What follows belongs to an exercise in optimizing a design on an open flow for small area, a short achievable clock period and few clock cycles; a production flow would make more cautious choices. Where RTL was checked, it was by simulation tests only, not by an equivalence proof against the original. For runs 3 to 8, only the layout was checked, not whether the RTL still works. No activity file was given, so power comes from the tool's default toggle rates.

<file path="flow/flow/run.sh">
#!/bin/bash
# Standard ORFS layout with smaller port buffers and a shallower clock tree.
set -euo pipefail
export BUFFER_PORTS_ARGS="-buffer_cell sky130_fd_sc_hd__buf_1"
export CTS_BUF_LIST="sky130_fd_sc_hd__clkbuf_8"
bash standard.sh > standard.log 2>&1
</file>
<file path="flow/standard.sh">
#!/bin/bash
# synth_recipe.tcl (not shown) runs the flow's synth.tcl, then flattens the netlist and writes it again
# the make line also repeats each setting of config.mk as NAME=value (left out here)
make -C /OpenROAD-flow-scripts/flow DESIGN_CONFIG=/design/flow/config.mk WORK_HOME=/design/flow/orfs CLKGATE_MAP_FILE= SYNTH_SCRIPT=/design/flow/synth_recipe.tcl "${@:-finish}"
</file>
<file path="flow/config.mk">
export PLATFORM = sky130hd
export DESIGN_NAME = lidar_framer
export DESIGN_NICKNAME = lidar_framer
export VERILOG_FILES = /design/flow/design.v
export SDC_FILE = /design/flow/constraint.sdc
export NUM_CORES = 4
export LEC_CHECK = 0
export CAP_MARGIN = 20
export CORE_MARGIN = 2
export CORE_UTILIZATION = 40
export PLACE_DENSITY = 0.6
export SLEW_MARGIN = 20
</file>
<file path="flow/constraint.sdc">
create_clock -name core_clock -period 10.0 [get_ports {clk}]
set_input_delay 2.0000 -clock core_clock [delete_from_list [all_inputs] [get_ports {clk}]]
set_output_delay 2.0000 -clock core_clock [all_outputs]
set_load 0.01 [all_outputs]
</file>
<file path="flow/design.v">
module lidar_framer (
    input  wire         clk,
    input  wire         rst,
    input  wire         cancel,
    input  wire         in_valid,
    input  wire [7:0]   in_data,
    output reg          in_ready,
    output reg          out_valid,
    input  wire         out_ready,
    output wire [339:0] out_rec,
    output reg          err_valid,
    output reg  [1:0]   err_code,
    output reg          drop_pulse
);
    reg  [7:0]   d_q;
    reg          v_q;
    reg          in_frame;      
    reg  [5:0]   idx;           
    reg          have_prev;     
    reg          prev_54;       
    reg  [7:0]   sum_lo;
    reg  [7:0]   sum_hi;
    reg          sum_c;
    reg          lo_ok;
    reg  [5:0]   drop_k;
    reg  [5:0]   drop_t;
    reg  [335:0] sr;
    wire active   = !rst && !cancel;
    wire blocked  = in_frame && out_valid;           
    wire consume  = v_q && !blocked;
    wire take     = active && in_valid && in_ready;
    wire is_data  = (idx != 6'd42) && (idx <= 6'd44);
    wire is_c0    = (idx == 6'd45);
    wire is_c1    = (idx == 6'd46);
    wire f_consume = consume && in_frame;
    wire s_consume = consume && !in_frame;
    wire hdr       = s_consume && have_prev && prev_54 && (d_q == 8'h2C);
    wire new_drop  = s_consume && have_prev && !hdr;
    wire fire_drop = consume && (drop_k != 6'd0) && (drop_t == 6'd1);
    wire [5:0] k_rem = drop_k - {5'd0, fire_drop};
    wire done      = f_consume && is_c1;
    wire cks_ok    = lo_ok && (sum_hi == d_q);
    wire [8:0] lo_add = {1'b0, sum_lo} + {1'b0, d_q};
    wire v_n        = take || (active && v_q && blocked);
    wire in_frame_n = active && (hdr || (in_frame && !(done)));
    wire ov_n       = !rst && ((done && cks_ok && !cancel) || (out_valid && !out_ready));
    always @(posedge clk) begin
        if (!(v_q && blocked))
            d_q <= in_data;
        v_q      <= v_n;
        in_ready <= !(v_n && in_frame_n && ov_n);
    end
    always @(posedge clk) begin
        if (!active) begin
            in_frame  <= 1'b0;
            have_prev <= 1'b0;
            drop_k    <= 6'd0;
        end else begin
            if (hdr)
                in_frame <= 1'b1;
            else if (done)
                in_frame <= 1'b0;
            if (s_consume)
                have_prev <= !hdr;
            else if (done)
                have_prev <= 1'b0;
            drop_k <= k_rem + {5'd0, new_drop};
        end
        if (s_consume)
            prev_54 <= (d_q == 8'h54);
        if (hdr)
            idx <= 6'd2;
        else if (f_consume)
            idx <= idx + 6'd1;
        if (consume) begin
            if (k_rem == 6'd0)
                drop_t <= 6'd45;
            else if (!fire_drop)
                drop_t <= drop_t - 6'd1;
        end
    end
    always @(posedge clk) begin
        if (hdr) begin
            sum_lo <= 8'h80;             
            sum_hi <= 8'h00;
            sum_c  <= 1'b0;
        end else begin
            sum_hi <= sum_hi + {7'd0, sum_c};
            sum_c  <= 1'b0;
            if (f_consume && idx <= 6'd44) begin
                sum_lo <= lo_add[7:0];
                sum_c  <= lo_add[8];
            end
        end
        if (f_consume && is_c0)
            lo_ok <= (sum_lo == d_q);
    end
    always @(posedge clk) begin
        if (f_consume && is_data)
            sr <= {sr[327:0], d_q};
    end
    always @(posedge clk) begin
        if (rst) begin
            out_valid  <= 1'b0;
            err_valid  <= 1'b0;
            err_code   <= 2'b00;
            drop_pulse <= 1'b0;
        end else begin
            out_valid  <= ov_n;
            err_valid  <= !cancel && done && !cks_ok;
            err_code   <= (!cancel && done && !cks_ok) ? 2'b11 : 2'b00;
            drop_pulse <= !cancel && fire_drop;
        end
    end
    assign out_rec[15:0]  = {sr[8*(43-3) +: 8], sr[8*(43-2) +: 8]};
    assign out_rec[31:16] = {sr[8*(43-5) +: 8], sr[8*(43-4) +: 8]};
    assign out_rec[47:32] = {sr[7:0], sr[15:8]};
    assign out_rec[51:48] = 4'd12;
    genvar p;
    generate
        for (p = 0; p < 12; p = p + 1) begin : g_pt
            assign out_rec[52+24*p +: 16] = {sr[8*(43-(7+3*p)) +: 8], sr[8*(43-(6+3*p)) +: 8]};
            assign out_rec[68+24*p +: 8]  = sr[8*(43-(8+3*p)) +: 8];
        end
    endgenerate
endmodule
</file>
==> results of run 1 <==
report_power, final:
part           internal, W  switching, W  leakage [nW]
Sequential         0.00175    0.00000365          3.46
Clock             0.000614      0.000576         0.646
Combinational   0.00000570    0.00000684          1.07
Total              0.00237      0.000586          5.17
metrics by stage:
stage	cell area [um^2]	std cells	utilization [%]	worst slack (ns)	total power (W)
global route	15800	1482	49.9	6.20	0.00307
global placement	14700	1375	46.5	6.65	0.00180
floorplan	12900	627	-	2.99	0.00179
CTS	15800	1482	49.9	6.48	0.00300
detailed placement	14700	1375	46.5	6.50	0.00180
finish	15800	1482	49.9	6.49	0.00295
layer usage:
layer	track usage, %	wire [um]
met3	4.73	2470
met4	6.02	721
met1	18.2	10300
met2	24.3	12600
met5	0	0
layout by cell type (no fill, tap or decap), types with 12 or more instances in the layout:
| cell type | instances |
|---|---|
| buf_1 | 354 |
| clkbuf_8 | 61 |
| clkinv_1 | 12 |
| dfxtp_1 | 36 |
| edfxtp_1 | 352 |
| ha_1 | 20 |
| inv_1 | 40 |
| nand2_1 | 21 |
| nand3_1 | 12 |
| nor2_1 | 29 |
| xnor2_1 | 19 |
layout make-up:
class                   instances  area share, %
clock buffers                  61           5.31
flip-flops and latches        388           71.5
inverters                      13          0.309
repair buffers                358           8.68
well taps                     402           3.18
multi-input cells             214           9.53
clock inverters                46           1.50
critical path: stages (launching register included):
cell and delay, ns:
dfxtp_1 0.37, or4_4 0.57, nor3_1 0.15, nor3_1 0.09, ha_1 0.24, ha_1 0.25, xnor2_1 0.32, nor4b_1 0.33
nand4_1 0.29, a21oi_1 0.55
flip-flops by register name, indices dropped and copies added, names as in the netlist, 6 cells and up:
| signal | cells |
|---|---|
| d_q | 8 |
| sum_lo | 8 |
| drop_t | 6 |
| drop_k | 6 |
| sum_hi | 8 |
| sr | 336 |
| idx | 6 |
final timing paths:
check / startpoint / to / slack, ns
worst max-delay path: drop_k[2] / drop_t[1] / 6.49
worst min-delay path: sr[80] / sr[88] / 0.44
worst max register to register: drop_k[2] / drop_t[1] / 6.49
worst min register to register: sr[80] / sr[88] / 0.44
kinds of logic (layout without fill, tap and decap cells):
family | Yosys count | count (layout) | share of synthesized area (%)
other | 2 | 4 | 0.0582
AND/OR/NAND/NOR | 119 | 119 | 5.07
flip-flops | 388 | 388 | 87.6
buffers and inverters | 25 | 478 | 0.912
AO/OA/AOI/OAI | 41 | 41 | 2.34
XOR/XNOR | 29 | 29 | 1.97
adder cells (fa/ha/maj) | 21 | 21 | 2.10
==> out/results.tsv, run 1 <==
stage	metric	value	unit
timing	final hold vios	0	
flow_run	Max Cap Violations	0	
global_route	antenna violations before repair	0	
clock_network	postcts setup bufs	0	
place	port buffer count	354	
logic_synthesis	Avg Cell Area, Syn	20.6	um^2
die	Starting Density	40.8	%
routing	Iter 0 DRT Violations	465	
setup_path	R2R depth	9	
place	Placer Congestion	0.780	
logic_synthesis	ys async rst share	0	%
clock_network	Clock transition at path regs	0.06	ns
power_and_ir_drop	Power Dens Cells	187	nW/um^2
power_and_ir_drop	Leak	5.17	nW
logic_synthesis	Yosys cell types	52	
logic_synthesis	Syn. warnings	1	
timing	Final Setup Violations	0	
routing	aggregate routed wire length	26100	um
clock_network	# clock sinks	388	
cells_and_area	layout cells sized above 1	7.69	%
logic_synthesis	Yosys top cell area share	82.0	%
logic_synthesis	sequential-to-total area share from yosys stat	87.6	%
routing	1st-pass router iterations	4	
timing	clock skew	0.0254	ns
setup_path	CP Data Required Time	10.22	ns
clock_network	H-tree depth	2	
setup_path	maximum fanout along the worst path	7	
clock_network	insertion delay to the later sink of the worst-skew pair	0.61	ns
clock_network	CTS tree	built	
timing	fin crit share	35.1	%
die	Die ar.	33700	um^2
logic_synthesis	synthesized area	12900	um^2
setup_path	CP Capture Type	register	
timing	Final Critical Period	3.51	ns
timing	fin. max-slew vios	0	
global_route	vias in the first global route	6805	
routing	DR vias/cell	4.70	
timing	accumulated negative setup slack	0	ns
routing	post-route DRC violation count	0	
cells_and_area	number of fill cells in the layout	2705	
clock_network	Clock Tree Root	clkbuf_8	
routing	WL/cell	17.6	um
setup_path	CP startpoint kind	register	
worst_hold_path	Hold Crit Class	reg -> reg	
die	Top Ports	359	
global_route	GRT Util Overall	14.8	%
outcome	status	no timing/DRC/antenna violations	
logic_synthesis	synth top area cells	edfxtp_1 82%, dfxtp_1 5.6%, ha_1 1.9%	
logic_synthesis	number of synthesized flops with an enable pin	352	
setup_path	crit path kind	reg -> reg	
clock_network	cts bufs inserted	60	
logic_synthesis	Mapped Cells	625	
routing	DR vias	6967	
routing	Antenna Nets Post-Route	0	
global_route	pin count of the biggest net entering global routing	188	
power_and_ir_drop	Worst VDD drop	0.121	mV
setup_path	CP arrival	3.74	ns
cells_and_area	Storage cell area	11300	um^2
logic_synthesis	count leader, synth	edfxtp_1	
logic_synthesis	biggest area consumer among synthesized cells	edfxtp_1	
global_route	first-pass GRT wire length	38400	um
clock_network	Resized Gates After CTS	0	
cells_and_area	diode count	0	
cells_and_area	area occupied by multi-input gates	1510	um^2
clock_network	hold-fix buffer count after cts	0	
worst_hold_path	Hold Path Depth	0	
timing	Least-Margin Pin Slew	1.19	ns
logic_synthesis	Top FF cell, synth	edfxtp_1	
die	Core Region	31600	um^2
global_route	GRT overflow	0	
cells_and_area	layout net count	1069	
timing	Peak Freq	285	MHz
die	Chip Width	184	um
die	row count	65	
timing	final hold slack	0.441	ns
logic_synthesis	top post-synthesis cells by count	352 x edfxtp_1, 36 x dfxtp_1, 29 x nor2_1, 21 x nand2_1, 20 x ha_1	
cells_and_area	Layout Area Growth over Synthesis	22.5	%
logic_synthesis	synthesized flop and latch total	388	
die	die height	184	um
clock_network	CTS max path bufs	3	
timing	Max transition margin	20.7	%
timing	RSZ-0062 raised after global routing	false	
place	dpl hpwl	17700	um
Testbench counts, summed over its fixed seeds: cycles 15,519.
==> inputs of run 2 (changes only) <==
==> flow/run.sh (new file) <==
#!/bin/bash
# synth_recipe.tcl (not shown) runs the flow's synth.tcl, then flattens the netlist and writes it again
# the make line also repeats each setting of config.mk as NAME=value (left out here)
make -C /OpenROAD-flow-scripts/flow DESIGN_CONFIG=/design/flow/config.mk WORK_HOME=/design/flow/orfs CLKGATE_MAP_FILE= SYNTH_SCRIPT=/design/flow/synth_recipe.tcl finish
removed: flow/flow/run.sh
removed: flow/standard.sh
==> run 2 against run 1 <==
Largest cell class unchanged. Die area unchanged. Cell area increased by 15%. Count of clock-buffer cells in the layout decreased by 8. Critical endpoint is now out_rec[260]. Largest power group unchanged. First-iteration DRC count decreased by 20%. Clock power increased by 18%. Worst hold slack got worse by 0.0089 ns. Cell count decreased by 2.4%. Sequential power about the same. Synthesized cell count unchanged. Fmax about the same. Utilization increased by 7.5 points. Critical path type is now reg -> out. Non-clock buffer count unchanged.
==> out/results.tsv, run 2 <==
stage	metric	value	unit
clock_network	Resized Gates After CTS	0	
cells_and_area	most frequent cells in the layout	354 x clkdlybuf4s50_1, 352 x edfxtp_1, 43 x clkbuf_16	
cells_and_area	layout net count	1050	
setup_path	CP Data Required Time	8.00	ns
logic_synthesis	simple-gate share of the synthesized area	5.07	%
clock_network	insertion delay to the later sink of the worst-skew pair	0.52	ns
logic_synthesis	Syn. warnings	1	
place	Cells after DPL	1375	
clock_network	cts bufs inserted	41	
die	row count	65	
cells_and_area	diode count	0	
global_route	vias in the first global route	6666	
power_and_ir_drop	Power Dens Cells	174	nW/um^2
die	Core Region	31600	um^2
flow_run	Max Cap Violations	0	
timing	Least-Margin Pin Slew	1.08	ns
logic_synthesis	synth top area cells	edfxtp_1 82%, dfxtp_1 5.6%, ha_1 1.9%	
power_and_ir_drop	Leak	6.11	nW
logic_synthesis	synthesized area	12900	um^2
clock_network	CTS tree	built	
cells_and_area	commonest non-fill, non-tap cell in the layout	clkdlybuf4s50_1	
setup_path	delay-heaviest family, CP	buffers and inverters	
logic_synthesis	Mapped Cells	625	
setup_path	crit-path cells	clkdlybuf4s50_1	
clock_network	Clock Tree Root	clkbuf_16	
logic_synthesis	top post-synthesis cells by count	352 x edfxtp_1, 36 x dfxtp_1, 29 x nor2_1, 21 x nand2_1, 20 x ha_1	
place	port buffer count	354	
outcome	status	no timing/DRC/antenna violations	
timing	Peak Freq	285	MHz
setup_path	maximum fanout along the worst path	2	
timing	clock skew	0.0161	ns
place	pre-CTS WS	6.47	ns
timing	final hold vios	0	
setup_path	CP arrival	1.51	ns
place	dpl hpwl	19100	um
logic_synthesis	Top FF cell, synth	edfxtp_1	
global_route	pin count of the biggest net entering global routing	190	
cells_and_area	Core Util, Final	57.5	%
logic_synthesis	number of synthesized flops with an enable pin	352	
timing	Final Critical Period	3.51	ns
timing	Max transition margin	28.0	%
logic_synthesis	synthesized flop and latch total	388	
timing	fin. max-slew vios	0	
setup_path	CP startpoint kind	register	
routing	DR vias/cell	4.76	
logic_synthesis	Post-Synth XOR/XNOR Area	1.97	%
routing	Antenna Nets Post-Route	0	
cells_and_area	number of flip-flops in the largest register	336	
timing	accumulated negative setup slack	0	ns
logic_synthesis	count leader, synth	edfxtp_1	
setup_path	CP max-delay cell	clkdlybuf4s50_1	
logic_synthesis	Avg Cell Area, Syn	20.6	um^2
cells_and_area	fin cells	1446	
timing	RSZ-0062 raised after global routing	false	
routing	post-route DRC violation count	0	
timing	fin crit share	35.1	%
die	Die ar.	33700	um^2
clock_network	CTS max path bufs	3	
timing	Final Setup Violations	0	
cells_and_area	Final Instance Area	18200	um^2
global_route	GRT Util Overall	15.4	%
setup_path	worst path bufs/invs	1	
die	die height	184	um
global_route	antenna violations before repair	0	
routing	Iter 0 DRT Violations	371	
logic_synthesis	ys async rst share	0	%
clock_network	Clock transition at path regs	0.06	ns
global_route	GRT overflow	0	
place	Placer Congestion	0.792	
cells_and_area	Layout Area Growth over Synthesis	41.0	%
routing	WL/cell	19.0	um
power_and_ir_drop	Worst VDD drop	0.128	mV
die	Top Ports	359	
logic_synthesis	compound-gate portion of the synthesized area	2.34	%
routing	DR vias	6881	
logic_synthesis	post-synthesis adder-cell area fraction	2.10	%
global_route	first-pass GRT wire length	39800	um
worst_hold_path	Hold Crit Class	reg -> reg	
routing	aggregate routed wire length	27400	um
die	Starting Density	40.8	%
logic_synthesis	Yosys top cell area share	82.0	%
setup_path	crit path kind	reg -> out	
cells_and_area	layout cells sized above 1	6.61	%
clock_network	hold-fix buffer count after cts	0	
place	Placed Area	16900	um^2
cells_and_area	Top reg by flops	sr	
logic_synthesis	sequential-to-total area share from yosys stat	87.6	%
die	Chip Width	184	um
setup_path	slowest stage delay, CP	0.58	ns
clock_network	H-tree depth	2	
logic_synthesis	biggest area consumer among synthesized cells	edfxtp_1	
logic_synthesis	main combinational cell family by area after synthesis	simple AND/OR/NAND/NOR gates	
logic_synthesis	Yosys cell types	52	
setup_path	CP Capture Type	output port	
timing	setup ws final	6.49	ns
routing	1st-pass router iterations	5	
clock_network	# clock sinks	388	
logic_synthesis	multiplexer area fraction after synthesis	0	%
clock_network	postcts setup bufs	0	
[run 2: cell counts after synthesis]
Identical to the previous run, type by type.
[run 2: logic make-up after synthesis]
logic type / count (synthesis)
and+or+nand+nor: 119
other: 2
adders and majority gates: 21
DFF: 388
buffers and inverters: 25
xor gates and xnor gates: 29
AOI/OAI and AO/OA: 41
[run 2: metal layers]
metal / global-route usage (%) / share of wire, % / vias up / routed length [um]
met1: 19.8 / 41 / 3363 / 11200
met3: 5.78 / 10 / 45 / 2860
met2: 24.8 / 47 / 294 / 12900
met5: 0 / 0 / - / 0
li1: - / - / 3179 / -
met4: 4.06 / 1.9 / 0 / 532
[run 2: area by class of cell]
| type | instances | area [um^2] |
|---|---|---|
| inverters | 13 | 48.8 |
| fillers | 2473 | 13500 |
| clock inverters | 18 | 111 |
| clock buffers | 53 | 1120 |
| flip-flops and latches | 388 | 11300 |
| repair buffers | 358 | 3590 |
| multi-input cells | 214 | 1510 |
| well taps | 402 | 503 |
[run 2: path summary, 6_finish.rpt]
path | from | end | slack (ns) | cells past startpoint
max | sr[88] | out_rec[260] | 6.49 | 1
min | sr[128] | sr[136] | 0.43 | 0
max reg2reg | drop_k[2] | drop_t[3] | 6.52 | 9
min reg2reg | sr[128] | sr[136] | 0.43 | 0
[run 2: metrics by stage]
stage | power (W) | hold WS, ns
final | 0.00317 | 0.432
after global routing | 0.00328 | 0.437
after CTS | 0.00321 | 0.425
after detailed placement | 0.00180 | 0.431
after global placement | 0.00180 | 0.431
after floorplan | 0.00179 | 0.436
[run 2: power breakdown]
| part | internal [W] | switching (W) | leakage (nW) |
|---|---|---|---|
| Combinational | 0.00000871 | 0.00000701 | 2.04 |
| Sequential | 0.00175 | 0.00000370 | 3.46 |
| Clock | 0.000815 | 0.000587 | 0.606 |
==> inputs of run 3 (changes only) <==
--- a/flow/design.v
+++ b/flow/design.v
@@ -24,3 +24,3 @@
     reg          lo_ok;
-    reg  [5:0]   drop_k;
+    reg  [5:0]   drop_r;
     reg  [5:0]   drop_t;
@@ -38,4 +38,5 @@
     wire new_drop  = s_consume && have_prev && !hdr;
-    wire fire_drop = consume && (drop_k != 6'd0) && (drop_t == 6'd1);
-    wire [5:0] k_rem = drop_k - {5'd0, fire_drop};
+    wire drop_any  = (drop_r != 6'd0);
+    wire fire_drop = consume && drop_any && (drop_t == 6'd1);
+    wire [5:0] r_dec = drop_r - {5'd0, drop_any};
     wire done      = f_consume && is_c1;
@@ -56,3 +57,3 @@
             have_prev <= 1'b0;
-            drop_k    <= 6'd0;
+            drop_r    <= 6'd0;
         end else begin
@@ -66,3 +67,4 @@
                 have_prev <= 1'b0;
-            drop_k <= k_rem + {5'd0, new_drop};
+            if (consume)
+                drop_r <= new_drop ? 6'd45 : r_dec;
         end
@@ -75,5 +77,5 @@
         if (consume) begin
-            if (k_rem == 6'd0)
+            if (new_drop && r_dec == 6'd0)
                 drop_t <= 6'd45;
-            else if (!fire_drop)
+            else if (drop_t != 6'd1)
                 drop_t <= drop_t - 6'd1;
==> flow/flow/run.sh (new file) <==
#!/bin/bash
# Standard ORFS layout with the smallest buffer on every port.
set -euo pipefail
export BUFFER_PORTS_ARGS="-buffer_cell sky130_fd_sc_hd__buf_1"
bash standard.sh > standard.log 2>&1
==> flow/standard.sh (new file) <==
#!/bin/bash
# synth_recipe.tcl (not shown) runs the flow's synth.tcl, then flattens the netlist and writes it again
# the make line also repeats each setting of config.mk as NAME=value (left out here)
make -C /OpenROAD-flow-scripts/flow DESIGN_CONFIG=/design/flow/config.mk WORK_HOME=/design/flow/orfs CLKGATE_MAP_FILE= SYNTH_SCRIPT=/design/flow/synth_recipe.tcl "${@:-finish}"
--- a/flow/config.mk
+++ b/flow/config.mk
@@ -7,6 +7,7 @@
 export LEC_CHECK = 0
+export ABC_CLOCK_PERIOD_IN_PS = 2500
 export CAP_MARGIN = 20
 export CORE_MARGIN = 2
-export CORE_UTILIZATION = 40
-export PLACE_DENSITY = 0.6
+export CORE_UTILIZATION = 55
+export PLACE_DENSITY = 0.7
 export SLEW_MARGIN = 20
removed: flow/run.sh
==> run 3 against run 2 <==
Still clean. Sequential share of layout area increased by 9.6 points. Clock power decreased by 7%. Via count about the same. First-iteration DRC count increased by 45%.
==> out/results.tsv, run 3 <==
stage	metric	value	unit
outcome	status	no timing/DRC/antenna violations	
setup_path	CP Data Required Time	10.12	ns
routing	Top Metal Used	met4	
logic_synthesis	Avg Cell Area, Syn	20.7	um^2
logic_synthesis	top post-synthesis cells by count	352 x edfxtp_1, 36 x dfxtp_1, 27 x nor2_1, 19 x xnor2_1, 18 x ha_1	
logic_synthesis	synthesized flop and latch total	388	
clock_network	hold-fix buffer count after cts	0	
routing	DR vias	6886	
timing	Final Critical Period	3.76	ns
global_route	pin count of the biggest net entering global routing	183	
cells_and_area	number of flip-flops in the largest register	336	
clock_network	Clock Tree Root	clkbuf_16	
place	Cells after DPL	1291	
clock_network	insertion delay to the later sink of the worst-skew pair	0.52	ns
clock_network	CTS max path bufs	3	
clock_network	H-tree depth	2	
logic_synthesis	biggest area consumer among synthesized cells	edfxtp_1	
setup_path	maximum fanout along the worst path	87	
routing	Iter 0 DRT Violations	537	
timing	final hold slack	0.441	ns
die	die height	157	um
die	Starting Density	55.4	%
place	dpl hpwl	17300	um
die	Top Ports	359	
setup_path	crit path kind	reg -> reg	
logic_synthesis	Top FF cell, synth	edfxtp_1	
routing	met3 wire len	2080	um
global_route	antenna violations before repair	0	
timing	clock skew	0.0176	ns
routing	WL met2	12700	um
routing	1st-pass router iterations	5	
routing	WL/cell	18.5	um
cells_and_area	commonest non-fill, non-tap cell in the layout	buf_1	
global_route	vias in the first global route	6231	
power_and_ir_drop	Worst VDD drop	0.179	mV
clock_network	postcts setup bufs	0	
routing	DRT met1 WL	9870	um
die	Die ar.	24700	um^2
routing	Antenna Nets Post-Route	0	
logic_synthesis	count leader, synth	edfxtp_1	
timing	Peak Freq	266	MHz
place	Placer Congestion	0.807	
timing	Least-Margin Pin Slew	1.02	ns
timing	final hold vios	0	
cells_and_area	most frequent cells in the layout	354 x buf_1, 352 x edfxtp_1, 41 x clkbuf_16	
cells_and_area	layout net count	1045	
timing	accumulated negative setup slack	0	ns
clock_network	Clock transition at path regs	0.06	ns
logic_synthesis	Syn. warnings	1	
logic_synthesis	Mapped Cells	624	
clock_network	CTS tree	built	
place	Placed Area	14600	um^2
die	row count	56	
power_and_ir_drop	Power Dens Cells	195	nW/um^2
cells_and_area	layout cells sized above 1	6.14	%
timing	fin. max-slew vios	0	
routing	aggregate routed wire length	25200	um
cells_and_area	fin cells	1361	
cells_and_area	diode count	0	
logic_synthesis	Yosys cell types	51	
global_route	GRT Util Overall	19.2	%
cells_and_area	Final Instance Area	15800	um^2
die	Core Region	23300	um^2
global_route	first-pass GRT wire length	35700	um
power_and_ir_drop	Final Power	0.00308	W
timing	Final Setup Violations	0	
clock_network	# clock sinks	388	
setup_path	CP startpoint kind	register	
flow_run	Max Cap Violations	0	
cells_and_area	number of fill cells in the layout	1599	
cells_and_area	Layout Area Growth over Synthesis	22.2	%
timing	RSZ-0062 raised after global routing	false	
logic_synthesis	sequential-to-total area share from yosys stat	87.6	%
worst_hold_path	Hold Crit Class	reg -> reg	
place	port buffer count	354	
power_and_ir_drop	Leak	5.09	nW
timing	fin crit share	37.6	%
timing	Max transition margin	31.7	%
setup_path	CP arrival	3.88	ns
logic_synthesis	Yosys top cell area share	82.0	%
die	Chip Width	157	um
routing	post-route DRC violation count	0	
global_route	GRT overflow	0	
logic_synthesis	number of synthesized flops with an enable pin	352	
logic_synthesis	synthesized area	12900	um^2
clock_network	Resized Gates After CTS	0	
clock_network	cts bufs inserted	39	
routing	DR vias/cell	5.06	
setup_path	CP Capture Type	register	
logic_synthesis	ys async rst share	0	%
cells_and_area	Top reg by flops	sr	
logic_synthesis	synth top area cells	edfxtp_1 82%, dfxtp_1 5.6%, ha_1 1.7%	
## run 3: layout make-up
class,instances,area (um^2),share of cell area (%)
timing repair buffer,358,1370,8.71
tap,319,399,2.53
inverter,13,48.8,0.310
clock inverter,17,75.1,0.477
sequential,388,11300,71.7
clock buffer,53,1070,6.80
multi-input combinational,213,1500,9.50
## run 3: kinds of logic after synthesis
logic type	count (synthesis)	share of synthesized area, %
adder cells (fa/ha/maj)	19	1.90
AO/OA/AOI/OAI	49	2.48
buffers and inverters	25	0.980
flip-flops	388	87.6
XOR/XNOR	30	2.04
AND/OR/NAND/NOR	109	4.79
other	2	0.0583
multiplexers	2	0.155
## run 3: worst paths after layout
| check | startpoint | to | slack [ns] | depth (start not counted) |
|---|---|---|---|---|
| setup / recovery | in_frame | sr[191] | 6.24 | 5 |
| hold / removal | sr[69] | sr[77] | 0.44 | 0 |
| setup reg to reg | in_frame | sr[191] | 6.24 | 5 |
| hold reg to reg | sr[69] | sr[77] | 0.44 | 0 |
## run 3: routing by layer
layer	global-route usage (%)	vias up
met5	0	-
met4	5.97	0
met3	4.82	43
met2	32.4	295
met1	24.7	3373
li1	-	3175
## run 3: stage by stage
stage	worst slack [ns]	utilization (%)
3_3_place_gp	6.35	62.8
2_1_floorplan	2.81	-
3_5_place_dp	6.24	62.8
5_1_grt	5.93	67.7
6_report	6.24	67.7
4_1_cts	6.27	67.7
## run 3: worst max-delay path, stage by stage (launching register included)
cell and delay [ns]:
dfxtp_1 0.45, and3b_1 0.45, nand3_1 0.44, a31oi_4 0.33
buf_4 0.70, buf_4 0.92
## run 3: report_power, final
part           leakage [nW]  internal (W)   total, W  switching (W)
Combinational          1.06    0.00000959  0.0000223      0.0000127
Sequential             3.47       0.00175    0.00175     0.00000456
Clock                 0.567      0.000749    0.00130       0.000555
==> inputs of run 4 (changes only) <==
--- a/flow/config.mk
+++ b/flow/config.mk
@@ -11,2 +11,5 @@
 export CORE_UTILIZATION = 55
+export CTS_BUF_LIST = sky130_fd_sc_hd__clkbuf_16
+export CTS_CLUSTER_DIAMETER = 50
+export CTS_CLUSTER_SIZE = 20
 export PLACE_DENSITY = 0.7
==> run 4 against run 3 <==
Still clean. Synthesized cell count unchanged. Non-clock buffer count unchanged. Critical path depth unchanged. Utilization decreased by 0.53 points. Cell area decreased by 0.79%. Via count decreased by 1.4%. Largest power group unchanged.
==> out/results.tsv, run 4 <==
stage	metric	value	unit
place	port buffer count	354	
setup_path	CP Data Required Time	10.17	ns
place	Cells after DPL	1291	
logic_synthesis	Syn. warnings	1	
cells_and_area	Top reg by flops	sr	
global_route	GRT Util Overall	18.7	%
power_and_ir_drop	Final Power	0.00298	W
power_and_ir_drop	Leak	5.04	nW
logic_synthesis	count leader, synth	edfxtp_1	
cells_and_area	diode count	0	
timing	Final Setup Violations	0	
flow_run	Max Cap Violations	0	
logic_synthesis	synthesized flop and latch total	388	
die	Chip Width	157	um
routing	Antenna Nets Post-Route	0	
timing	clock skew	0.0111	ns
global_route	GRT overflow	0	
routing	DR vias/cell	5.04	
clock_network	insertion delay to the later sink of the worst-skew pair	0.55	ns
clock_network	CTS tree	built	
setup_path	crit path kind	reg -> reg	
logic_synthesis	ys async rst share	0	%
cells_and_area	layout cells sized above 1	6.33	%
logic_synthesis	synthesized area	12900	um^2
clock_network	# clock sinks	388	
routing	WL/cell	18.4	um
die	Core Region	23300	um^2
logic_synthesis	Avg Cell Area, Syn	20.7	um^2
die	Top Ports	359	
power_and_ir_drop	Power Dens Cells	191	nW/um^2
place	Placer Congestion	0.807	
cells_and_area	most frequent cells in the layout	354 x buf_1, 352 x edfxtp_1, 36 x dfxtp_1	
routing	aggregate routed wire length	24800	um
die	row count	56	
timing	Peak Freq	267	MHz
cells_and_area	Core Util, Final	67.2	%
die	Starting Density	55.4	%
global_route	vias in the first global route	6166	
timing	Least-Margin Pin Slew	1.00	ns
clock_network	Resized Gates After CTS	0	
logic_synthesis	Yosys cell types	51	
logic_synthesis	Mapped Cells	624	
timing	Final Critical Period	3.74	ns
cells_and_area	fin cells	1346	
timing	accumulated negative setup slack	0	ns
cells_and_area	commonest non-fill, non-tap cell in the layout	buf_1	
cells_and_area	Layout Area Growth over Synthesis	21.2	%
power_and_ir_drop	Worst VDD drop	0.189	mV
worst_hold_path	Hold Crit Class	reg -> reg	
logic_synthesis	main combinational cell family by area after synthesis	simple AND/OR/NAND/NOR gates	
cells_and_area	Final Instance Area	15600	um^2
timing	final hold vios	0	
setup_path	Most Frequent Cell on Critical Path	buf_4	
routing	1st-pass router iterations	8	
cells_and_area	number of flip-flops in the largest register	336	
timing	RSZ-0062 raised after global routing	false	
die	die height	157	um
clock_network	Clock transition at path regs	0.08	ns
routing	post-route DRC violation count	0	
clock_network	postcts setup bufs	0	
clock_network	Clock Tree Root	clkbuf_16	
outcome	status	no timing/DRC/antenna violations	
setup_path	CP max-delay cell	buf_4	
logic_synthesis	Yosys top cell area share	82.0	%
setup_path	maximum fanout along the worst path	87	
logic_synthesis	multiplexer area fraction after synthesis	0.155	%
logic_synthesis	Post-Synth XOR/XNOR Area	2.04	%
logic_synthesis	top post-synthesis cells by count	352 x edfxtp_1, 36 x dfxtp_1, 27 x nor2_1, 19 x xnor2_1, 18 x ha_1	
place	dpl hpwl	17300	um
place	Placed Area	14600	um^2
setup_path	worst path bufs/invs	2	
clock_network	H-tree depth	1	
timing	fin. max-slew vios	0	
setup_path	CP arrival	3.91	ns
logic_synthesis	Top FF cell, synth	edfxtp_1	
logic_synthesis	number of synthesized flops with an enable pin	352	
setup_path	crit-path cells	and3b_1 -> nand3_1 -> a31oi_4 -> buf_4 -> buf_4	
logic_synthesis	synth top area cells	edfxtp_1 82%, dfxtp_1 5.6%, ha_1 1.7%	
setup_path	delay-heaviest family, CP	buffers and inverters	
global_route	first-pass GRT wire length	35100	um
global_route	antenna violations before repair	0	
clock_network	hold-fix buffer count after cts	0	
clock_network	cts bufs inserted	30	
clock_network	CTS max path bufs	3	
setup_path	slowest stage delay, CP	0.92	ns
routing	Iter 0 DRT Violations	515	
timing	Max transition margin	33.1	%
timing	fin crit share	37.4	%
logic_synthesis	post-synthesis adder-cell area fraction	1.90	%
die	Die ar.	24700	um^2
setup_path	CP startpoint kind	register	
logic_synthesis	sequential-to-total area share from yosys stat	87.6	%
logic_synthesis	compound-gate portion of the synthesized area	2.48	%
global_route	pin count of the biggest net entering global routing	183	
setup_path	CP Capture Type	register	
logic_synthesis	simple-gate share of the synthesized area	4.79	%
logic_synthesis	biggest area consumer among synthesized cells	edfxtp_1	
cells_and_area	layout net count	1036	
routing	DR vias	6788	
[run 4: cell counts after synthesis]
No cell type changed its count.
[run 4: metal layers]
metal / global-route usage [%] / share of wire, % / up-vias
met4: 5.54 / 2.5 / 0
li1: - / - / 3161
met1: 24.0 / 39 / 3309
met3: 4.46 / 8.4 / 41
met5: 0 / 0 / -
met2: 32.1 / 50 / 277
[run 4: cell families (layout without fill, tap and decap cells)]
family / count (synthesis) / in the layout
DFF: 388 / 388
and+or+nand+nor: 109 / 109
AOI/OAI and AO/OA: 49 / 49
xor gates and xnor gates: 30 / 30
buffers and inverters: 25 / 426
adders and majority gates: 19 / 19
other: 2 / 4
muxes: 2 / 2
[run 4: worst register-to-register path: stages, from the launching register on]
cell and delay, ns:
dfxtp_1 0.45, and3b_1 0.45, nand3_1 0.44, a31oi_4 0.33, buf_4 0.70, buf_4 0.97
[run 4: path summary, 6_finish.rpt]
kind	start	to	slack, ns	cells past startpoint
max	in_frame	sr[226]	6.26	5
min	sr[260]	sr[268]	0.44	0
max reg2reg	in_frame	sr[226]	6.26	5
min reg2reg	sr[260]	sr[268]	0.44	0
[run 4: metrics by stage]
| step | setup slack [ns] | hold slack [ns] |
|---|---|---|
| 2_1_floorplan | 2.81 | 0.433 |
| 3_3_place_gp | 6.35 | 0.426 |
| 3_5_place_dp | 6.24 | 0.431 |
| 4_1_cts | 6.26 | 0.444 |
| 5_1_grt | 5.91 | 0.455 |
| 6_report | 6.26 | 0.443 |
[run 4: final cells by class]
type | instances | area, um^2
multi-input cells | 213 | 1500
repair buffers | 358 | 1370
fillers | 1601 | 7630
well taps | 319 | 399
clock inverters | 24 | 246
flip-flops and latches | 388 | 11300
clock buffers | 31 | 776
inverters | 13 | 48.8
[run 4: report_power, final]
group / internal (W) / switching [W]
clock: 0.000639 / 0.000573
combinational: 0.00000959 / 0.0000127
sequential: 0.00174 / 0.00000446
==> inputs of run 5 (changes only) <==
--- a/flow/design.v
+++ b/flow/design.v
@@ -11,3 +11,3 @@
     output reg          err_valid,
-    output reg  [1:0]   err_code,
+    output wire [1:0]   err_code,
     output reg          drop_pulse
@@ -20,9 +20,9 @@
     reg          prev_54;       
+    reg  [5:0]   nk;            
     reg  [7:0]   sum_lo;
-    reg  [7:0]   sum_hi;
+    reg  [5:0]   sum_hi;
     reg          sum_c;
     reg          lo_ok;
-    reg  [5:0]   drop_r;
-    reg  [5:0]   drop_t;
     reg  [335:0] sr;
+    reg          sh_q;          
     wire active   = !rst && !cancel;
@@ -32,2 +32,3 @@
     wire is_data  = (idx != 6'd42) && (idx <= 6'd44);
+    wire is_sum   = (idx <= 6'd44);
     wire is_c0    = (idx == 6'd45);
@@ -38,11 +39,12 @@
     wire new_drop  = s_consume && have_prev && !hdr;
-    wire drop_any  = (drop_r != 6'd0);
-    wire fire_drop = consume && drop_any && (drop_t == 6'd1);
-    wire [5:0] r_dec = drop_r - {5'd0, drop_any};
+    wire nk_is1    = (nk == 6'd1);
+    wire fire_drop = in_frame ? (f_consume && !is_c1 && idx >= nk)
+                              : (s_consume && nk_is1);
     wire done      = f_consume && is_c1;
-    wire cks_ok    = lo_ok && (sum_hi == d_q);
+    wire cks_ok    = lo_ok && (d_q[7:6] == 2'b00) && (sum_hi == d_q[5:0]);
     wire [8:0] lo_add = {1'b0, sum_lo} + {1'b0, d_q};
     wire v_n        = take || (active && v_q && blocked);
-    wire in_frame_n = active && (hdr || (in_frame && !(done)));
+    wire in_frame_n = active && (hdr || (in_frame && !done));
     wire ov_n       = !rst && ((done && cks_ok && !cancel) || (out_valid && !out_ready));
+    wire data_n     = hdr || (f_consume ? (idx != 6'd41 && idx <= 6'd43) : is_data);
     always @(posedge clk) begin
@@ -52,2 +54,3 @@
         in_ready <= !(v_n && in_frame_n && ov_n);
+        sh_q     <= v_n && in_frame_n && !ov_n && data_n;
     end
@@ -57,3 +60,3 @@
             have_prev <= 1'b0;
-            drop_r    <= 6'd0;
+            nk        <= 6'd46;
         end else begin
@@ -67,4 +70,8 @@
                 have_prev <= 1'b0;
-            if (consume)
-                drop_r <= new_drop ? 6'd45 : r_dec;
+            if (done)
+                nk <= 6'd46;
+            else if (hdr)
+                nk <= nk_is1 ? 6'd2 : nk;
+            else if (new_drop && !nk_is1)
+                nk <= nk - 6'd1;
         end
@@ -76,8 +83,2 @@
             idx <= idx + 6'd1;
-        if (consume) begin
-            if (new_drop && r_dec == 6'd0)
-                drop_t <= 6'd45;
-            else if (drop_t != 6'd1)
-                drop_t <= drop_t - 6'd1;
-        end
     end
@@ -86,8 +87,8 @@
             sum_lo <= 8'h80;             
-            sum_hi <= 8'h00;
+            sum_hi <= 6'd0;
             sum_c  <= 1'b0;
         end else begin
-            sum_hi <= sum_hi + {7'd0, sum_c};
+            sum_hi <= sum_hi + {5'd0, sum_c};
             sum_c  <= 1'b0;
-            if (f_consume && idx <= 6'd44) begin
+            if (f_consume && is_sum) begin
                 sum_lo <= lo_add[7:0];
@@ -100,3 +101,3 @@
     always @(posedge clk) begin
-        if (f_consume && is_data)
+        if (sh_q)
             sr <= {sr[327:0], d_q};
@@ -107,3 +108,2 @@
             err_valid  <= 1'b0;
-            err_code   <= 2'b00;
             drop_pulse <= 1'b0;
@@ -112,3 +112,2 @@
             err_valid  <= !cancel && done && !cks_ok;
-            err_code   <= (!cancel && done && !cks_ok) ? 2'b11 : 2'b00;
             drop_pulse <= !cancel && fire_drop;
@@ -116,2 +115,3 @@
     end
+    assign err_code = {err_valid, err_valid};
     assign out_rec[15:0]  = {sr[8*(43-3) +: 8], sr[8*(43-2) +: 8]};
==> run 5 against run 4 <==
Still clean on timing, DRC and antenna. Die area fell by 2.4%. Worst setup slack better by 0.57 ns. Count of clock-buffer cells in the layout is the same. Cell area shrank 1.8%. Non-clock buffer count unchanged. Largest power group unchanged. Highest routed layer unchanged.
==> out/results.tsv, run 5 <==
stage	metric	value	unit
routing	aggregate routed wire length	24400	um
cells_and_area	layout cells sized above 1	6.60	%
global_route	GRT overflow	0	
cells_and_area	Layout Area Growth over Synthesis	22.1	%
setup_path	CP Data Required Time	8.00	ns
logic_synthesis	sequential-to-total area share from yosys stat	88.3	%
flow_run	Max Cap Violations	0	
clock_network	Clock transition at path regs	0.07	ns
setup_path	maximum fanout along the worst path	2	
logic_synthesis	synthesized flop and latch total	381	
global_route	first-pass GRT wire length	35600	um
die	row count	55	
timing	Max transition margin	26.6	%
die	Chip Width	155	um
setup_path	delay-heaviest family, CP	flip-flops	
timing	RSZ-0062 raised after global routing	false	
clock_network	Resized Gates After CTS	0	
timing	fin crit share	31.7	%
setup_path	CP max-delay cell	edfxtp_1	
clock_network	H-tree depth	1	
logic_synthesis	Top FF cell, synth	edfxtp_1	
timing	Final Setup Violations	0	
cells_and_area	layout net count	1012	
logic_synthesis	ys async rst share	0	%
setup_path	crit path kind	reg -> out	
setup_path	slowest stage delay, CP	0.44	ns
timing	final hold vios	0	
timing	final hold slack	0.443	ns
place	port buffer count	354	
routing	Antenna Nets Post-Route	0	
clock_network	CTS max path bufs	3	
routing	DR vias/cell	5.14	
die	die height	155	um
routing	1st-pass router iterations	5	
timing	clock skew	0.0112	ns
place	Placer Congestion	0.872	
clock_network	CTS tree	built	
die	Top Ports	359	
cells_and_area	most frequent cells in the layout	354 x buf_1, 346 x edfxtp_1, 34 x dfxtp_1	
clock_network	Clock Tree Root	clkbuf_16	
power_and_ir_drop	Worst VDD drop	0.135	mV
clock_network	insertion delay to the later sink of the worst-skew pair	0.56	ns
clock_network	cts bufs inserted	31	
global_route	pin count of the biggest net entering global routing	191	
timing	fin. max-slew vios	0	
global_route	GRT Util Overall	19.1	%
timing	Peak Freq	316	MHz
timing	accumulated negative setup slack	0	ns
logic_synthesis	Syn. warnings	1	
logic_synthesis	synthesized area	12600	um^2
routing	DR vias	6599	
cells_and_area	Core Util, Final	68.2	%
setup_path	Crit. path cell count	1	
routing	post-route DRC violation count	0	
setup_path	crit-path cells	buf_1	
setup_path	CP startpoint kind	register	
logic_synthesis	Yosys cell types	52	
timing	Least-Margin Pin Slew	1.10	ns
routing	WL/cell	19.0	um
logic_synthesis	synth top area cells	edfxtp_1 83%, dfxtp_1 5.6%, ha_1 2.2%	
logic_synthesis	Avg Cell Area, Syn	21.1	um^2
global_route	antenna violations before repair	0	
setup_path	worst path bufs/invs	1	
logic_synthesis	count leader, synth	edfxtp_1	
die	Die ar.	24100	um^2
clock_network	hold-fix buffer count after cts	0	
logic_synthesis	top post-synthesis cells by count	346 x edfxtp_1, 35 x dfxtp_1, 27 x nor2_1, 22 x ha_1, 17 x nand2_1	
place	Cells after DPL	1228	
logic_synthesis	biggest area consumer among synthesized cells	edfxtp_1	
logic_synthesis	Yosys top cell area share	82.7	%
cells_and_area	diode count	0	
place	Placed Area	14200	um^2
place	dpl hpwl	16700	um
power_and_ir_drop	Leak	5.05	nW
worst_hold_path	Hold Crit Class	reg -> reg	
die	Core Region	22500	um^2
outcome	status	no timing/DRC/antenna violations	
worst_hold_path	Hold Path Depth	0	
cells_and_area	Top reg by flops	sr	
clock_network	postcts setup bufs	0	
setup_path	CP Capture Type	output port	
clock_network	# clock sinks	381	
power_and_ir_drop	Power Dens Cells	197	nW/um^2
global_route	vias in the first global route	6172	
cells_and_area	number of flip-flops in the largest register	336	
die	Starting Density	55.8	%
cells_and_area	fin cells	1285	
timing	Final Critical Period	3.17	ns
logic_synthesis	Mapped Cells	595	
routing	Iter 0 DRT Violations	527	
setup_path	R2R depth	6	
logic_synthesis	number of synthesized flops with an enable pin	346	
cells_and_area	number of fill cells in the layout	1542	
cells_and_area	Final Instance Area	15300	um^2
cells_and_area	Largest regs	sr x336, d_q x8, sum_lo x8	
setup_path	CP arrival	1.17	ns
cells_and_area	commonest non-fill, non-tap cell in the layout	buf_1	
==> run 5: cell count changes after synthesis, sizes merged, moves of 3 or more <==
| cell | delta |
|---|---|
| xnor2 | -7 |
| edfxtp | -6 |
| nor3b | -4 |
| nor3 | -3 |
| inv | -3 |
| nand4 | -3 |
| o22ai | -4 |
| ha | +4 |
| a21oi | -3 |
| o211ai | -3 |
| nand2b | +3 |
| nand3 | -4 |
==> run 5: cells by family (layout without fill, tap and decap cells) <==
kind of cell,after synthesis,in the layout,synth area share (%)
other cells,2,4,0.0598
compound gates,44,44,2.25
mux,3,3,0.239
fa+ha+maj,23,23,2.35
flops,381,381,88.3
buf+inv,22,425,0.906
simple gates,98,98,4.41
xor+xnor,22,22,1.53
==> run 5: path summary, 6_finish.rpt <==
check             startpoint           to  slack (ns)
hold / removal        sr[76]       sr[84]        0.44
setup / recovery     sr[284]  out_rec[72]        6.83
hold reg to reg       sr[76]       sr[84]        0.44
setup reg to reg      d_q[1]     in_ready        7.63
==> run 5: routing by layer <==
layer | global-route usage [%] | vias to the layer above | wire [um]
li1 | - | 3059 | -
met1 | 25.2 | 3231 | 9730
met2 | 32.9 | 271 | 12400
met3 | 4.23 | 38 | 1830
met4 | 4.54 | 0 | 466
met5 | 0 | - | 0
==> run 5: worst reg2reg max path: stages, from the launching register on <==
cell      delay, ns
edfxtp_1       0.53
or4b_4         0.64
nor4_4         0.51
buf_4          0.32
nand2_1        0.11
nand2b_1       0.09
nand2_1        0.05
==> run 5: cell type report <==
cell class,instances,area [um^2],area share [%]
Clock buffer,31,776,5.06
Inverter,10,37.5,0.245
Sequential cell,381,11100,72.3
Clock inverter,26,339,2.21
Tap cell,285,357,2.32
Multi-Input combinational cell,194,1370,8.93
Timing Repair Buffer,358,1370,8.94
==> run 5: through the flow <==
stage	setup WS [ns]	total power, W
4_1_cts	6.79	0.00305
3_3_place_gp	7.09	0.00176
2_1_floorplan	1.63	0.00176
3_5_place_dp	7.03	0.00176
6_report	6.83	0.00302
5_1_grt	6.77	0.00310
==> run 5: power breakdown <==
group / total [W] / leakage (nW) / switching (W) / internal (W)
clock: 0.00129 / 0.542 / 0.000588 / 0.000700
combinational: 0.0000121 / 1.10 / 0.00000693 / 0.00000516
sequential: 0.00171 / 3.41 / 0.00000360 / 0.00171
==> inputs of run 6 (changes only) <==
--- a/flow/config.mk
+++ b/flow/config.mk
@@ -11,5 +11,2 @@
 export CORE_UTILIZATION = 55
-export CTS_BUF_LIST = sky130_fd_sc_hd__clkbuf_16
-export CTS_CLUSTER_DIAMETER = 50
-export CTS_CLUSTER_SIZE = 20
 export PLACE_DENSITY = 0.7
==> run 6 against run 5 <==
Cell area about the same. Clock power about the same. Fmax up 1.7%. Critical path depth unchanged. Power about the same. Worst setup slack better by 0.053 ns. Register-to-register slack about the same. Critical path type unchanged. Largest cell class unchanged. Largest power group unchanged. Highest routed layer unchanged.
==> out/results.tsv, run 6 <==
stage	metric	value	unit
global_route	first-pass GRT wire length	35500	um
cells_and_area	number of flip-flops in the largest register	336	
die	Die ar.	24100	um^2
setup_path	CP startpoint kind	register	
routing	WL/cell	18.8	um
timing	Least-Margin Pin Slew	1.14	ns
clock_network	cts bufs inserted	38	
clock_network	CTS max path bufs	3	
logic_synthesis	ys async rst share	0	%
timing	Max transition margin	23.8	%
timing	fin crit share	31.1	%
power_and_ir_drop	Power Dens Cells	197	nW/um^2
global_route	GRT overflow	0	
global_route	routing usage on met2	32.3	%
logic_synthesis	count leader, synth	edfxtp_1	
setup_path	crit path kind	reg -> out	
logic_synthesis	biggest area consumer among synthesized cells	edfxtp_1	
timing	final hold vios	0	
clock_network	insertion delay to the later sink of the worst-skew pair	0.51	ns
clock_network	Clock transition at path regs	0.06	ns
setup_path	crit-path cells	buf_1	
routing	Iter 0 DRT Violations	503	
die	die height	155	um
cells_and_area	layout net count	1019	
power_and_ir_drop	Worst VDD drop	0.147	mV
cells_and_area	layout cells sized above 1	5.65	%
timing	RSZ-0062 raised after global routing	false	
routing	aggregate routed wire length	24400	um
logic_synthesis	synthesized flop and latch total	381	
setup_path	CP max-delay cell	edfxtp_1	
clock_network	H-tree depth	2	
logic_synthesis	sequential-to-total area share from yosys stat	88.3	%
worst_hold_path	Hold Crit Class	reg -> reg	
cells_and_area	Largest regs	sr x336, d_q x8, sum_lo x8	
setup_path	CP Data Required Time	8.00	ns
cells_and_area	Top reg by flops	sr	
die	row count	55	
clock_network	hold-fix buffer count after cts	0	
setup_path	slowest stage delay, CP	0.44	ns
setup_path	delay-heaviest family, CP	flip-flops	
clock_network	postcts setup bufs	0	
cells_and_area	Core Util, Final	68.2	%
global_route	pin count of the biggest net entering global routing	191	
cells_and_area	most frequent cells in the layout	354 x buf_1, 346 x edfxtp_1, 39 x clkbuf_16	
global_route	GRT Util Overall	19.3	%
timing	Peak Freq	321	MHz
die	Top Ports	359	
flow_run	Max Cap Violations	0	
logic_synthesis	Syn. warnings	1	
clock_network	Resized Gates After CTS	0	
routing	DR vias	6685	
setup_path	CP arrival	1.11	ns
cells_and_area	commonest non-fill, non-tap cell in the layout	buf_1	
global_route	M1 GR Usage	25.2	%
setup_path	CP Capture Type	output port	
clock_network	Clock Tree Root	clkbuf_16	
routing	1st-pass router iterations	4	
place	dpl hpwl	16700	um
logic_synthesis	Avg Cell Area, Syn	21.1	um^2
routing	Antenna Nets Post-Route	0	
timing	fin. max-slew vios	0	
die	Chip Width	155	um
logic_synthesis	Top FF cell, synth	edfxtp_1	
clock_network	CTS tree	built	
logic_synthesis	Yosys cell types	52	
logic_synthesis	synthesized area	12600	um^2
cells_and_area	Layout Area Growth over Synthesis	22.2	%
die	Core Region	22500	um^2
timing	Final Setup Violations	0	
routing	post-route DRC violation count	0	
timing	clock skew	0.00981	ns
logic_synthesis	top post-synthesis cells by count	346 x edfxtp_1, 35 x dfxtp_1, 27 x nor2_1, 22 x ha_1, 17 x nand2_1	
die	Starting Density	55.8	%
global_route	antenna violations before repair	0	
global_route	M3 GR Usage	4.85	%
place	port buffer count	354	
clock_network	# clock sinks	381	
logic_synthesis	Yosys top cell area share	82.7	%
global_route	vias in the first global route	6227	
logic_synthesis	Mapped Cells	595	
timing	accumulated negative setup slack	0	ns
place	Placer Congestion	0.872	
outcome	status	no timing/DRC/antenna violations	
power_and_ir_drop	Leak	5.05	nW
routing	DR vias/cell	5.17	
cells_and_area	diode count	0	
setup_path	maximum fanout along the worst path	2	
setup_path	worst path bufs/invs	1	
logic_synthesis	number of synthesized flops with an enable pin	346	
global_route	Most Used Layer, Global Route	met2	
logic_synthesis	synth top area cells	edfxtp_1 83%, dfxtp_1 5.6%, ha_1 2.2%	
timing	Final Critical Period	3.11	ns
timing	final hold slack	0.445	ns
run 6: cell counts after synthesis:
Identical to the previous run, type by type.
run 6: cells by family after synthesis:
group / share of synthesized area, %
flip-flops: 88.3
AND/OR/NAND/NOR: 4.41
AO/OA/AOI/OAI: 2.25
adder cells (fa/ha/maj): 2.35
XOR/XNOR: 1.53
buffers and inverters: 0.906
multiplexers: 0.239
other: 0.0598
run 6: path summary, 6_finish.rpt:
path	end	cells after the start	slack (ns)	from
worst max-delay path	out_rec[72]	1	6.89	sr[284]
worst min-delay path	sr[115]	0	0.45	sr[107]
worst max register to register	in_ready	6	7.63	d_q[1]
worst min register to register	sr[115]	0	0.45	sr[107]
run 6: metal layers:
layer  routed length (um)  vias to the layer above  part of all wire [%]
met3                 1930                       32                   7.9
met4                  405                        0                   1.7
li1                     -                     3065                     -
met1                 9600                     3307                    39
met2                12400                      281                    51
met5                    0                        -                     0
run 6: final cells by class:
class                           instances  area (um^2)
Clock buffer                           55         1050
Clock inverter                         10         80.1
Tap cell                              285          357
Sequential cell                       381        11100
Timing Repair Buffer                  358         1370
Inverter                               10         37.5
Fill cell                            1526         7150
Multi-Input combinational cell        194         1370
run 6: metrics by stage:
step | setup slack, ns | area (um^2) | instances | total power [W]
after floorplan | 1.63 | 12600 | 597 | 0.00176
after global placement | 7.09 | 14200 | 1228 | 0.00176
after detailed placement | 7.03 | 14200 | 1228 | 0.00176
after CTS | 6.85 | 15400 | 1293 | 0.00305
after global routing | 6.84 | 15400 | 1293 | 0.00311
final | 6.89 | 15400 | 1293 | 0.00302
run 6: where the power goes:
part           leakage [nW]  switching, W  internal, W  total [W]
Sequential             3.41    0.00000366      0.00171    0.00172
Clock                 0.541      0.000538     0.000751    0.00129
Combinational          1.10    0.00000693   0.00000515  0.0000121
==> inputs of run 7 (changes only) <==
==> flow/flow/run.sh (replaced) <==
#!/bin/bash
# Standard ORFS layout with the smallest buffer on every port, and a clock
# tree built from clkbuf_16 only, in larger sink clusters and without dummy
# loads.
set -euo pipefail
export BUFFER_PORTS_ARGS="-buffer_cell sky130_fd_sc_hd__buf_1"
export CTS_ARGS="-sink_clustering_enable -repair_clock_nets -dont_use_dummy_load -sink_clustering_size 25 -sink_clustering_max_diameter 100 -buf_list sky130_fd_sc_hd__clkbuf_16"
bash standard.sh > standard.log 2>&1
--- a/flow/config.mk
+++ b/flow/config.mk
@@ -7,7 +7,7 @@
 export LEC_CHECK = 0
-export ABC_CLOCK_PERIOD_IN_PS = 2500
+export ABC_AREA = 1
 export CAP_MARGIN = 20
 export CORE_MARGIN = 2
-export CORE_UTILIZATION = 55
-export PLACE_DENSITY = 0.7
+export CORE_UTILIZATION = 65
+export PLACE_DENSITY = 0.75
 export SLEW_MARGIN = 20
==> run 7 against run 6 <==
Power down 17%. Routed wire length up 3.3%. Clock skew up 0.038 ns. Global-route usage up 3.5 points. Worst setup slack worse by 0.024 ns. Via count up 2.6%. Still clean. Synthesized area up 1.1%. Synthesized cell count up 12%. Sequential share of layout area up 2.5 points. Register-to-register slack worse by 0.54 ns. Non-clock buffer count down 2. Flip-flop and latch count unchanged.
==> out/results.tsv, run 7 <==
stage	metric	value	unit
place	Placer Congestion	0.861	
place	dpl hpwl	18200	um
global_route	vias in the first global route	6000	
logic_synthesis	compound-gate portion of the synthesized area	1.74	%
die	Chip Width	144	um
logic_synthesis	sequential-to-total area share from yosys stat	87.3	%
logic_synthesis	Mapped Cells	669	
logic_synthesis	Post-Synth XOR/XNOR Area	1.10	%
setup_path	maximum fanout along the worst path	2	
cells_and_area	Layout Area Growth over Synthesis	16.7	%
routing	DR vias/cell	5.26	
timing	Final Setup Violations	0	
die	row count	51	
timing	final hold slack	0.403	ns
setup_path	CP arrival	1.14	ns
logic_synthesis	Syn. warnings	1	
timing	Peak Freq	319	MHz
timing	Max transition margin	31.8	%
die	die height	144	um
setup_path	CP Capture Type	output port	
timing	final hold vios	0	
routing	post-route DRC violation count	0	
clock_network	# clock sinks	381	
worst_hold_path	hold path startpoint	sr[67]	
logic_synthesis	number of synthesized flops with an enable pin	346	
setup_path	CP max-delay cell	edfxtp_1	
worst_hold_path	Hold Crit Class	reg -> reg	
flow_run	Max Cap Violations	0	
power_and_ir_drop	Worst VDD drop	0.137	mV
routing	WL/cell	19.3	um
place	port buffer count	354	
power_and_ir_drop	combinational cell fraction of total power	0.5	%
cells_and_area	most frequent cells in the layout	354 x buf_1, 346 x edfxtp_1, 63 x nand2_1	
logic_synthesis	simple-gate share of the synthesized area	5.61	%
power_and_ir_drop	Power Dens Cells	168	nW/um^2
routing	1st-pass router iterations	4	
clock_network	insertion delay to the later sink of the worst-skew pair	0.51	ns
logic_synthesis	Yosys cell types	36	
cells_and_area	layout net count	1077	
power_and_ir_drop	Clk network pwr share	30.8	%
logic_synthesis	top post-synthesis cells by count	346 x edfxtp_1, 63 x nand2_1, 45 x inv_1, 39 x nor2_1, 35 x dfxtp_1	
clock_network	H-tree depth	1	
timing	RSZ-0062 raised after global routing	false	
setup_path	crit-path cells	buf_1	
timing	fin. max-slew vios	0	
logic_synthesis	synth top area cells	edfxtp_1 82%, dfxtp_1 5.5%, ha_1 2.2%	
routing	Iter 0 DRT Violations	551	
clock_network	cts bufs inserted	19	
timing	Final Critical Period	3.14	ns
clock_network	hold-fix buffer count after cts	0	
timing	Least-Margin Pin Slew	1.02	ns
power_and_ir_drop	Leak	4.99	nW
logic_synthesis	ys async rst share	0	%
setup_path	slowest stage delay, CP	0.45	ns
global_route	GRT overflow	0	
power_and_ir_drop	switching portion of total power	17.7	%
clock_network	CTS tree	built	
power_and_ir_drop	P_sw	0.000441	W
die	Core Region	19300	um^2
logic_synthesis	Top FF cell, synth	edfxtp_1	
routing	aggregate routed wire length	25200	um
routing	Antenna Nets Post-Route	0	
cells_and_area	number of flip-flops in the largest register	336	
cells_and_area	Largest regs	sr x336, d_q x8, sum_lo x8	
die	Top Ports	359	
timing	fin crit share	31.4	%
die	Die ar.	20700	um^2
outcome	status	no timing/DRC/antenna violations	
cells_and_area	layout cells sized above 1	3.85	%
logic_synthesis	main combinational cell family by area after synthesis	simple AND/OR/NAND/NOR gates	
global_route	GRT Util Overall	22.7	%
setup_path	worst path bufs/invs	1	
clock_network	Resized Gates After CTS	0	
logic_synthesis	count leader, synth	edfxtp_1	
logic_synthesis	Avg Cell Area, Syn	19.0	um^2
logic_synthesis	multiplexer area fraction after synthesis	0	%
global_route	first-pass GRT wire length	34900	um
cells_and_area	commonest non-fill, non-tap cell in the layout	buf_1	
setup_path	CP startpoint kind	register	
setup_path	delay-heaviest family, CP	flip-flops	
global_route	pin count of the biggest net entering global routing	169	
cells_and_area	Top reg by flops	sr	
clock_network	Clock Tree Root	clkbuf_16	
power_and_ir_drop	Sequential Power Share	68.7	%
cells_and_area	diode count	0	
setup_path	Worst Setup SP	sr[55]	
global_route	antenna violations before repair	0	
timing	clock skew	0.0483	ns
logic_synthesis	post-synthesis adder-cell area fraction	2.32	%
logic_synthesis	biggest area consumer among synthesized cells	edfxtp_1	
clock_network	CTS max path bufs	3	
logic_synthesis	Yosys top cell area share	81.7	%
logic_synthesis	synthesized flop and latch total	381	
setup_path	CP Data Required Time	8.00	ns
routing	DR vias	6860	
power_and_ir_drop	Internal Power	0.00206	W
timing	accumulated negative setup slack	0	ns
die	Starting Density	65.7	%
setup_path	RR Startpoint	sh_q	
logic_synthesis	synthesized area	12700	um^2
setup_path	crit path kind	reg -> out	
clock_network	postcts setup bufs	0	
clock_network	Clock transition at path regs	0.10	ns
## run 7: area by class of cell
| class | instances | area (um^2) |
|---|---|---|
| Tap cell | 265 | 332 |
| Inverter | 48 | 186 |
| Timing Repair Buffer | 356 | 1360 |
| Sequential cell | 381 | 11100 |
| Clock buffer | 19 | 475 |
| Fill cell | 1192 | 4500 |
| Multi-Input combinational cell | 235 | 1390 |
## run 7: path summary, 6_finish.rpt
kind / to / slack [ns] / cells after the start
max reg2reg: sr[67] / 7.09 / 2
min: sr[75] / 0.40 / 0
max: out_rec[307] / 6.86 / 1
min reg2reg: sr[75] / 0.40 / 0
## run 7: power groups by stage
stage	clock (W)	sequential [W]	combinational [W]
floorplan	0	0.00175	0.0000105
global placement	0	0.00175	0.0000123
detailed placement	0	0.00175	0.0000127
CTS	0.000792	0.00171	0.0000128
global route	0.000831	0.00172	0.0000150
finish	0.000769	0.00171	0.0000127
## run 7: per-stage QoR
stage	util [%]	total power [W]	worst slack [ns]	cell area, um^2	cells
final	76.7	0.00250	6.86	14800	1304
after global routing	76.7	0.00256	6.80	14800	1304
after CTS	76.7	0.00252	6.79	14800	1304
after detailed placement	74.2	0.00176	6.83	14400	1285
after global placement	74.2	0.00176	6.90	14400	1285
after floorplan	-	0.00176	1.63	12700	671
## run 7: logic make-up (layout without fill, tap and decap cells)
kind of cell / after synthesis / in the layout
other: 2 / 4
AO/OA/AOI/OAI: 41 / 41
adder cells (fa/ha/maj): 23 / 23
flip-flops: 381 / 381
XOR/XNOR: 16 / 16
AND/OR/NAND/NOR: 151 / 151
buffers and inverters: 55 / 423
## run 7: metal layers
metal	routed length [um]	track usage (%)	up-vias
met3	1830	5.00	41
met4	733	6.50	0
li1	-	-	3176
met5	0	0	-
met2	13000	39.8	252
met1	9610	28.9	3391
==> inputs of run 8 (changes only) <==
--- a/flow/config.mk
+++ b/flow/config.mk
@@ -7,7 +7,7 @@
 export LEC_CHECK = 0
-export ABC_AREA = 1
+export ABC_CLOCK_PERIOD_IN_PS = 4000
 export CAP_MARGIN = 20
 export CORE_MARGIN = 2
-export CORE_UTILIZATION = 65
-export PLACE_DENSITY = 0.75
+export CORE_UTILIZATION = 55
+export PLACE_DENSITY = 0.7
 export SLEW_MARGIN = 20
==> run 8 against run 7 <==
Critical path depth unchanged. Clock power about the same. Power about the same. First-iteration DRC count down 9.6%. Utilization down 11 points. Non-clock buffer count up 2. Critical path type unchanged. Critical endpoint is now out_rec[305].
==> out/results.tsv, run 8 <==
stage	metric	value	unit
timing	fin crit share	31.3	%
timing	setup ws final	6.87	ns
cells_and_area	most frequent cells in the layout	354 x buf_1, 346 x edfxtp_1, 34 x dfxtp_1	
cells_and_area	layout net count	1000	
setup_path	worst path bufs/invs	1	
setup_path	CP Capture Type	output port	
timing	Least-Margin Pin Slew	1.10	ns
cells_and_area	number of flip-flops in the largest register	336	
setup_path	R2R depth	6	
logic_synthesis	post-synthesis adder-cell area fraction	2.35	%
setup_path	CP arrival	1.13	ns
timing	fin. max-slew vios	0	
logic_synthesis	ys async rst share	0	%
power_and_ir_drop	Leak	4.74	nW
logic_synthesis	multiplexer area fraction after synthesis	0.239	%
die	Core Region	22500	um^2
logic_synthesis	Syn. warnings	1	
clock_network	insertion delay to the later sink of the worst-skew pair	0.51	ns
die	Chip Width	155	um
cells_and_area	Layout Area Growth over Synthesis	17.0	%
place	dpl hpwl	16700	um
setup_path	CP max-delay cell	edfxtp_1	
logic_synthesis	Top FF cell, synth	edfxtp_1	
timing	Final Critical Period	3.13	ns
clock_network	Resized Gates After CTS	0	
logic_synthesis	top post-synthesis cells by count	346 x edfxtp_1, 35 x dfxtp_1, 27 x nor2_1, 22 x ha_1, 17 x nand2_1	
global_route	antenna violations before repair	0	
logic_synthesis	Yosys cell types	52	
routing	post-route DRC violation count	0	
die	Die ar.	24100	um^2
logic_synthesis	Post-Synth XOR/XNOR Area	1.53	%
logic_synthesis	compound-gate portion of the synthesized area	2.25	%
cells_and_area	layout cells sized above 1	3.01	%
setup_path	delay-heaviest family, CP	flip-flops	
routing	aggregate routed wire length	23800	um
cells_and_area	Largest regs	sr x336, d_q x8, sum_lo x8	
setup_path	Worst Setup SP	sr[53]	
power_and_ir_drop	Power Dens Cells	170	nW/um^2
clock_network	Clock Tree Root	clkbuf_16	
power_and_ir_drop	Worst VDD drop	0.148	mV
place	pre-CTS WS	7.03	ns
clock_network	CTS tree	built	
clock_network	# clock sinks	381	
clock_network	H-tree depth	1	
cells_and_area	diode count	0	
power_and_ir_drop	Final Power	0.00250	W
global_route	pin count of the biggest net entering global routing	191	
cells_and_area	commonest non-fill, non-tap cell in the layout	buf_1	
place	Placer Congestion	0.872	
flow_run	Max Cap Violations	0	
global_route	first-pass GRT wire length	34500	um
logic_synthesis	sequential-to-total area share from yosys stat	88.3	%
timing	Peak Freq	319	MHz
logic_synthesis	number of synthesized flops with an enable pin	346	
setup_path	crit path kind	reg -> out	
place	Placed Area	14200	um^2
die	row count	55	
worst_hold_path	Hold Path End	sr[74]	
setup_path	slowest stage delay, CP	0.45	ns
worst_hold_path	Hold Crit Class	reg -> reg	
logic_synthesis	synthesized flop and latch total	381	
worst_hold_path	Hold Path Depth	0	
setup_path	flop2flop setup slack	7.63	ns
setup_path	maximum fanout along the worst path	2	
logic_synthesis	Avg Cell Area, Syn	21.1	um^2
setup_path	CP Data Required Time	8.00	ns
worst_hold_path	hold path startpoint	sr[66]	
setup_path	RR Startpoint	d_q[1]	
setup_path	R2R Path End	in_ready	
routing	Antenna Nets Post-Route	0	
clock_network	Clock transition at path regs	0.10	ns
clock_network	hold-fix buffer count after cts	0	
logic_synthesis	count leader, synth	edfxtp_1	
die	die height	155	um
timing	Max transition margin	26.3	%
global_route	GRT overflow	0	
routing	DR vias/cell	5.22	
clock_network	postcts setup bufs	0	
logic_synthesis	Mapped Cells	595	
die	Starting Density	55.8	%
cells_and_area	Top reg by flops	sr	
setup_path	crit-path cells	buf_1	
logic_synthesis	simple-gate share of the synthesized area	4.41	%
routing	WL/cell	19.1	um
place	port buffer count	354	
global_route	vias in the first global route	6004	
timing	accumulated negative setup slack	0	ns
clock_network	CTS max path bufs	3	
routing	DR vias	6510	
timing	clock skew	0.0452	ns
timing	Final Setup Violations	0	
logic_synthesis	synth top area cells	edfxtp_1 83%, dfxtp_1 5.6%, ha_1 2.2%	
setup_path	CP startpoint kind	register	
routing	Iter 0 DRT Violations	498	
timing	RSZ-0062 raised after global routing	false	
clock_network	cts bufs inserted	19	
die	Top Ports	359	
logic_synthesis	biggest area consumer among synthesized cells	edfxtp_1	
outcome	status	no timing/DRC/antenna violations	
logic_synthesis	Yosys top cell area share	82.7	%
logic_synthesis	synthesized area	12600	um^2
timing	final hold vios	0	
cells_and_area	Final Instance Area	14700	um^2
global_route	GRT Util Overall	18.6	%
routing	1st-pass router iterations	7	
logic_synthesis	main combinational cell family by area after synthesis	simple AND/OR/NAND/NOR gates	
run 8: kinds of logic (layout without fill, tap and decap cells):
family | after synthesis | in the layout
flops | 381 | 381
other cells | 2 | 4
compound gates | 44 | 44
simple gates | 98 | 98
xor+xnor | 22 | 22
mux | 3 | 3
buf+inv | 22 | 387
fa+ha+maj | 23 | 23
run 8: where the power goes:
part	switching, W	internal, W	leakage, nW
clock	0.000431	0.000341	0.234
combinational	0.00000689	0.00000516	1.10
sequential	0.00000365	0.00171	3.41
run 8: worst max-delay path by stage:
stage,endpoint,slack [ns],cells after the start
after global placement,in_ready,7.09,6
after detailed placement,in_ready,7.03,6
after floorplan,sr[0],1.63,0
after global routing,out_rec[305],6.81,1
after CTS,out_rec[305],6.82,1
final,out_rec[305],6.87,1
run 8: layout make-up:
class	instances	area, um^2
Sequential cell	381	11100
Fill cell	1596	7800
Tap cell	285	357
Clock buffer	19	475
Timing Repair Buffer	358	1370
Multi-Input combinational cell	194	1370
Inverter	10	37.5
run 8: metrics by stage:
step	cells	utilization [%]	hold WS, ns
after global routing	1247	65.3	0.422
after CTS	1247	65.3	0.418
after floorplan	597	-	0.435
after global placement	1228	63.2	0.428
after detailed placement	1228	63.2	0.431
final	1247	65.3	0.407
run 8: layer usage:
metal	up-vias	GRT usage [%]	part of all wire (%)
met2	267	32.1	51
li1	2997	-	-
met1	3210	24.1	40
met5	-	0	0
met4	0	4.63	2.3
met3	36	4.32	7.5
